Source: an optimization exercise on an open RTL-to-GDS flow (aim: small area, a short achievable clock period and few clock cycles). Production flows keep margins and buffers that such runs may drop.
Function was checked by simulation only, so behaviour that the tests miss may differ from the original.
No activity file was given, so power comes from the tool's default toggle rates.

==> run R <==
## owc
module owc #(
    parameter [7:0] FAMILY_A = 8'h10,
    parameter [7:0] FAMILY_B = 8'h28
) (
    input             clk,
    input             rst,         
    input             cmd_valid,
    input      [15:0] cmd,
    output reg        rsp_valid,
    output     [15:0] rsp,
    output            bus_req,
    output     [1:0]  bus_op,      
    output            bus_wbit,
    input             bus_ack,
    input             bus_rbit
);
Settings: LEC_CHECK=0, ABC_AREA=1, CAP_MARGIN=20, CORE_MARGIN=2, CORE_UTILIZATION=60, CTS_BUF_LIST=sky130_fd_sc_hd__clkbuf_8, CTS_CLUSTER_DIAMETER=70, CTS_CLUSTER_SIZE=20, PLACE_DENSITY=0.75, SLEW_MARGIN=20, TNS_END_PERCENT=0; clock period 18.0 ns.
standard.sh (not shown) runs the stock make flow with config.mk's settings and CLKGATE_MAP_FILE= SYNTH_SCRIPT=/design/flow/synth_recipe.tcl, a recipe that flattens the netlist after the stock synthesis.
==> flow/flow/run.sh <==
#!/bin/bash
set -euo pipefail
bash standard.sh \
    SETUP_SLACK_MARGIN=13 \
    "BUFFER_PORTS_ARGS=-buffer_cell sky130_fd_sc_hd__buf_2" \
    finish > flow_make.log 2>&1
==> inputs of run P, as changes to run R <==
--- a/flow/design.v
+++ b/flow/design.v
@@ -19,11 +19,11 @@
                      C_NODATA = 3'd6, C_ILLEGAL = 3'd7;
     localparam [1:0] PH_IDLE = 2'd0, PH_SEARCHING = 2'd1, PH_EXHAUSTED = 2'd2;
     localparam [2:0] ST_RESET = 3'b000, ST_ID = 3'b001, ST_CMP = 3'b101,
                      ST_CMD = 3'b010, ST_DIR = 3'b110;
     localparam [2:0] AX_IDLE = 3'b000, AX_PEND_S = 3'b001, AX_PEND_D = 3'b010,
-                     AX_DEC3 = 3'b101,
+                     AX_DEC1 = 3'b011, AX_DEC2 = 3'b100, AX_DEC3 = 3'b101,
                      AX_RDB = 3'b110;
     reg  [7:0]  crc_r;
     reg         ck, fd;
     reg  [1:0]  phase;
     reg  [6:0]  lastd;
@@ -31,11 +31,11 @@
     reg         romz;      
     reg  [71:0] bufr;      
     reg         ng;        
     reg  [15:0] mag;       
     reg         dv;        
-    wire [13:0] bcd_r;     
+    reg  [13:0] bcd_r;     
     reg         busy;
     reg  [2:0]  st;
     reg  [6:0]  k;
     reg  [6:0]  last_zero;
     reg  [63:0] work;
@@ -178,16 +178,16 @@
     reg [7:0] rd_data;
     always @* begin
         case (fd8[5:4])
             2'd0: case (fd8[2:0])
                 3'd0: rd_data = crc_r;
-                3'd1: rd_data = {5'd0, ng && dv, fd, ck};
+                3'd1: rd_data = {5'd0, ng, fd, ck};
                 3'd2: rd_data = {6'd0, phase};
                 3'd3: rd_data = {1'b0, lastd};
-                3'd4: rd_data = dv ? whole[7:0] : 8'h00;
-                3'd5: rd_data = {4'd0, dv ? whole[11:8] : 4'h0};
-                3'd6: rd_data = {1'b0, dv ? frac : 7'h00};
+                3'd4: rd_data = whole[7:0];
+                3'd5: rd_data = {4'd0, whole[11:8]};
+                3'd6: rd_data = {1'b0, frac};
                 default: rd_data = {4'd0, tlen};
             endcase
             2'd1: rd_data = romz ? 8'h00 : rom[8*fd8[2:0] +: 8];
             default: rd_data = tch;
         endcase
@@ -294,42 +294,38 @@
                     bufr[8*gb +: 8] <= bwd;
             end
         end
     endgenerate
     always @(posedge clk) begin
-        if (take && op_dec) begin
-            ng  <= nneg;
-            mag <= nmag;
+        if (rst) begin
+            ng  <= 1'b0;
+            dv  <= 1'b0;
+            mag <= 16'd0;
+        end else if (dec_set) begin
+            ng  <= dec_good && nneg;
+            dv  <= dec_good;
+            mag <= dec_good ? nmag : 16'd0;
         end
     end
-    always @(posedge clk) begin
-        if (rst)
-            dv <= 1'b0;
-        else if (dec_set)
-            dv <= dec_good;
-    end
+    localparam [63:0] ADD3TAB = 64'h210fedcba9843210;    
+    wire        dstep1 = !busy && (st == AX_DEC1);
+    wire        dstep2 = !busy && (st == AX_DEC2);
+    wire [13:0] dd_in  = dstep1 ? {10'd0, whole[11:8]} : bcd_r;
+    wire [3:0]  dd_bit = dstep1 ? whole[7:4] : whole[3:0];
     reg  [13:0] dd_out;
-    reg  [3:0]  dg;
-    reg         cy, ge5;
     integer bi, bq;
     always @* begin
-        dd_out = {10'd0, whole[11:8]};
-        for (bi = 7; bi >= 0; bi = bi - 1) begin
-            cy = whole[bi];
-            for (bq = 0; bq < 3; bq = bq + 1) begin
-                dg  = dd_out[4*bq +: 4];
-                ge5 = dg[3] | (dg[2] & (dg[1] | dg[0]));
-                dd_out[4*bq +: 4] = {(dg[2] & !dg[1] & !dg[0]) | (dg[3] & dg[0]),
-                                     (!dg[2] & dg[1]) | (dg[2] & dg[1] & dg[0]) | (dg[3] & !dg[0]),
-                                     (!dg[3] & !dg[2] & dg[0]) | (dg[2] & dg[1] & !dg[0]) | (dg[3] & !dg[0]),
-                                     cy};
-                cy = ge5;
-            end
-            dd_out[13:12] = {dd_out[12], cy};
+        dd_out = dd_in;
+        for (bi = 3; bi >= 0; bi = bi - 1) begin
+            for (bq = 0; bq < 3; bq = bq + 1)
+                dd_out[4*bq +: 4] = ADD3TAB[4*dd_out[4*bq +: 4] +: 4];
+            dd_out = {dd_out[12:0], dd_bit[bi]};
         end
     end
-    assign bcd_r = dd_out;
+    always @(posedge clk)
+        if (dstep1 || dstep2)
+            bcd_r <= dd_out;
     always @(posedge clk) begin
         if (rst) begin
             busy <= 1'b0;
             st   <= AX_IDLE;
         end else if (busy) begin
@@ -354,16 +350,18 @@
                     end else if (c_chks_w)
                         st <= AX_PEND_S;
                     else if (c_dec_w)
                         st <= AX_PEND_D;
                     else if (c_dec_now && fam_ok && sp_ok)
-                        st <= AX_DEC3;
+                        st <= AX_DEC1;
                     else if (c_rdb)
                         st <= AX_RDB;
                 end
                 AX_PEND_S: if (sp_rdy) st <= AX_IDLE;
-                AX_PEND_D: if (sp_rdy) st <= sp_ok ? AX_DEC3 : AX_IDLE;
+                AX_PEND_D: if (sp_rdy) st <= sp_ok ? AX_DEC1 : AX_IDLE;
+                AX_DEC1:   st <= AX_DEC2;
+                AX_DEC2:   st <= AX_DEC3;
                 default:   st <= AX_IDLE;
             endcase
         end
     end
     always @(posedge clk) begin
==> flow/config.mk (replaced) <==
export PLATFORM = sky130hd
export DESIGN_NAME = owc
export DESIGN_NICKNAME = owc
export VERILOG_FILES = /design/flow/design.v
export SDC_FILE = /design/flow/constraint.sdc
export NUM_CORES = 4
export LEC_CHECK = 0
export CAP_MARGIN = 20
export CORE_MARGIN = 2
export CORE_UTILIZATION = 60
export CTS_BUF_LIST = sky130_fd_sc_hd__clkbuf_4
export PLACE_DENSITY = 0.75
export SLEW_MARGIN = 20
==> inputs of run G, as changes to run R <==
--- a/flow/design.v
+++ b/flow/design.v
@@ -83,12 +83,12 @@
         end
     endfunction
     wire [3:0] opc = cmd[15:12];
     wire [3:0] fa  = cmd[11:8];
     wire [7:0] fd8 = cmd[7:0];
-    wire a0  = (fa == 4'd0);
-    wire ad0 = a0 && (fd8 == 8'd0);
+    wire a0, ad0;
+    owc_zero u_zero (.x(cmd[11:0]), .hi_zero(a0), .all_zero(ad0));
     wire addr_mapped = (fd8[7:6] == 2'b00) && (fd8[3] == 1'b0 || (fd8[5:4] == 2'b10 && fd8[2:0] == 3'd0));
     wire idle = !busy && (st == AX_IDLE);
     wire take = cmd_valid && idle;
     wire op_nop  = (opc == 4'h0) && ad0;
     wire op_clr  = (opc == 4'h1) && ad0;
@@ -118,13 +118,13 @@
     wire [7:0] fbcd = FTAB[8*fq +: 8];
     wire [127:0] FRTAB = 128'h5d57514b443e38322b251f19120c0600;
     wire [6:0] frac = FRTAB[8*fq +: 7];
     wire [3:0] w0 = bcd_r[3:0], w1 = bcd_r[7:4], w2 = bcd_r[11:8];
     wire [1:0] w3 = bcd_r[13:12];
-    wire sig3 = (w3 != 2'd0);
-    wire sig2 = sig3 || (w2 != 4'd0);
-    wire sig1 = sig2 || (w1 != 4'd0);
+    wire sig3 = (whole[11:10] != 2'd0) || (&whole[9:5] && (whole[4] || whole[3]));
+    wire sig2 = (whole[11:7] != 5'd0) || (whole[6] && whole[5] && (whole[4] || whole[3] || whole[2]));
+    wire sig1 = (whole[11:4] != 8'd0) || (whole[3] && (whole[2] || whole[1]));
     wire [1:0] nsig = {sig2, (sig1 && !sig2) || sig3};
     reg  [3:0] tlen;
     always @* begin
         case ({dv, nsig, ng})
             4'b1000: tlen = 4'd4;
@@ -409,5 +409,13 @@
             cacc <= crc8_byte(cacc, buf_sel);
             cp   <= {cp[3] | (&cp[2:0]), cp[2] ^ (&cp[1:0]), cp[1] ^ cp[0], !cp[0]};
         end
     end
 endmodule
+module owc_zero (
+    input  [11:0] x,
+    output        hi_zero,     
+    output        all_zero     
+);
+    assign hi_zero  = (x[11:8] == 4'd0);
+    assign all_zero = (x == 12'd0);
+endmodule
--- a/flow/config.mk
+++ b/flow/config.mk
@@ -8,10 +8,11 @@
 export ABC_AREA = 1
 export CAP_MARGIN = 20
 export CORE_MARGIN = 2
 export CORE_UTILIZATION = 60
 export CTS_BUF_LIST = sky130_fd_sc_hd__clkbuf_8
-export CTS_CLUSTER_DIAMETER = 70
-export CTS_CLUSTER_SIZE = 20
+export CTS_CLUSTER_DIAMETER = 50
+export CTS_CLUSTER_SIZE = 14
 export PLACE_DENSITY = 0.75
 export SLEW_MARGIN = 20
-export TNS_END_PERCENT = 0
+export SYNTH_HIERARCHICAL = 1
+export TNS_END_PERCENT = 10
==> inputs of run C, as changes to run R <==
--- a/flow/design.v
+++ b/flow/design.v
@@ -118,13 +118,13 @@
     wire [7:0] fbcd = FTAB[8*fq +: 8];
     wire [127:0] FRTAB = 128'h5d57514b443e38322b251f19120c0600;
     wire [6:0] frac = FRTAB[8*fq +: 7];
     wire [3:0] w0 = bcd_r[3:0], w1 = bcd_r[7:4], w2 = bcd_r[11:8];
     wire [1:0] w3 = bcd_r[13:12];
-    wire sig3 = (w3 != 2'd0);
-    wire sig2 = sig3 || (w2 != 4'd0);
-    wire sig1 = sig2 || (w1 != 4'd0);
+    wire sig3 = (whole[11:10] != 2'd0) || (&whole[9:5] && (whole[4] || whole[3]));
+    wire sig2 = (whole[11:7] != 5'd0) || (whole[6] && whole[5] && (whole[4] || whole[3] || whole[2]));
+    wire sig1 = (whole[11:4] != 8'd0) || (whole[3] && (whole[2] || whole[1]));
     wire [1:0] nsig = {sig2, (sig1 && !sig2) || sig3};
     reg  [3:0] tlen;
     always @* begin
         case ({dv, nsig, ng})
             4'b1000: tlen = 4'd4;
==> flow/config.mk (replaced) <==
export PLATFORM = sky130hd
export DESIGN_NAME = owc
export DESIGN_NICKNAME = owc
export VERILOG_FILES = /design/flow/design.v
export SDC_FILE = /design/flow/constraint.sdc
export NUM_CORES = 4
export LEC_CHECK = 0
export ABC_AREA = 1
export CAP_MARGIN = 20
export CORE_MARGIN = 2
export CORE_UTILIZATION = 65
export CTS_BUF_LIST = sky130_fd_sc_hd__clkbuf_8
export CTS_CLUSTER_DIAMETER = 50
export CTS_CLUSTER_SIZE = 14
export GPL_TIMING_DRIVEN = 1
export PLACE_DENSITY = 0.8
export SLEW_MARGIN = 20
export TNS_END_PERCENT = 10
==> summary of the runs <==
Run R went through all stages and came out clean. Run P went through all stages and came out clean. Run G passed the timing, DRC and antenna checks. Run C ran to the end with no violations.
Clock skew: run R < run G < run C < run P.
Of run P and run G, run G has the higher first-iteration DRC count (gap 3.7%, measured against run G).
In run R the sequential power is smaller than in run P, by about 13%.
Of run G and run C, run G has the higher register-to-register slack (gap 0.18 ns).
The lowest cell count belongs to run C, the highest to run G.
Between run R and run P, the lower wire length is in run R (gap 7.2%, measured against run P).
Combinational power is about the same in run R and run C.
Testbench counts of run R, summed over its fixed seeds: cycles 38,903.
Testbench counts of run P, summed over its fixed seeds: cycles 39,161.
Testbench counts of run G, summed over its fixed seeds: cycles 38,903.
Testbench counts of run C, summed over its fixed seeds: cycles 38,903.

separate check: timing with driven ports:
The results above use ideal ports. As a check the final layouts listed here were re-extracted and re-timed, cells and wires unchanged. Step 1: set_driving_cell puts a clkbuf_16 on clk and a buf_2 on each other input, an assumption about the parent block. Step 2 also shifts input and output timing later by t, the mid clock arrival at the registers, as if the neighbouring blocks saw the same clock. Slacks: ideal / step 1 / step 2; pairs: ideal / step 1.
| run | t (ns) | slack for setup (ns) | slew at the worst register clock pin (ns) |
|---|---|---|---|
| run R | 0.591 | 12.628 / 12.628 / 12.133 | 0.12 / 0.12 |
| run P | 0.732 | 12.805 / 12.811 / 12.078 | 0.09 / 0.09 |
| run G | 0.649 | 12.882 / 12.838 / 12.190 | 0.10 / 0.10 |
| run C | 0.634 | 12.894 / 12.888 / 12.254 | 0.10 / 0.10 |
After both steps setup and hold are still met in every run listed. For run P, which loses most, drivers alone change the setup slack by +0.006 ns; drivers and shift together by -0.727 ns.
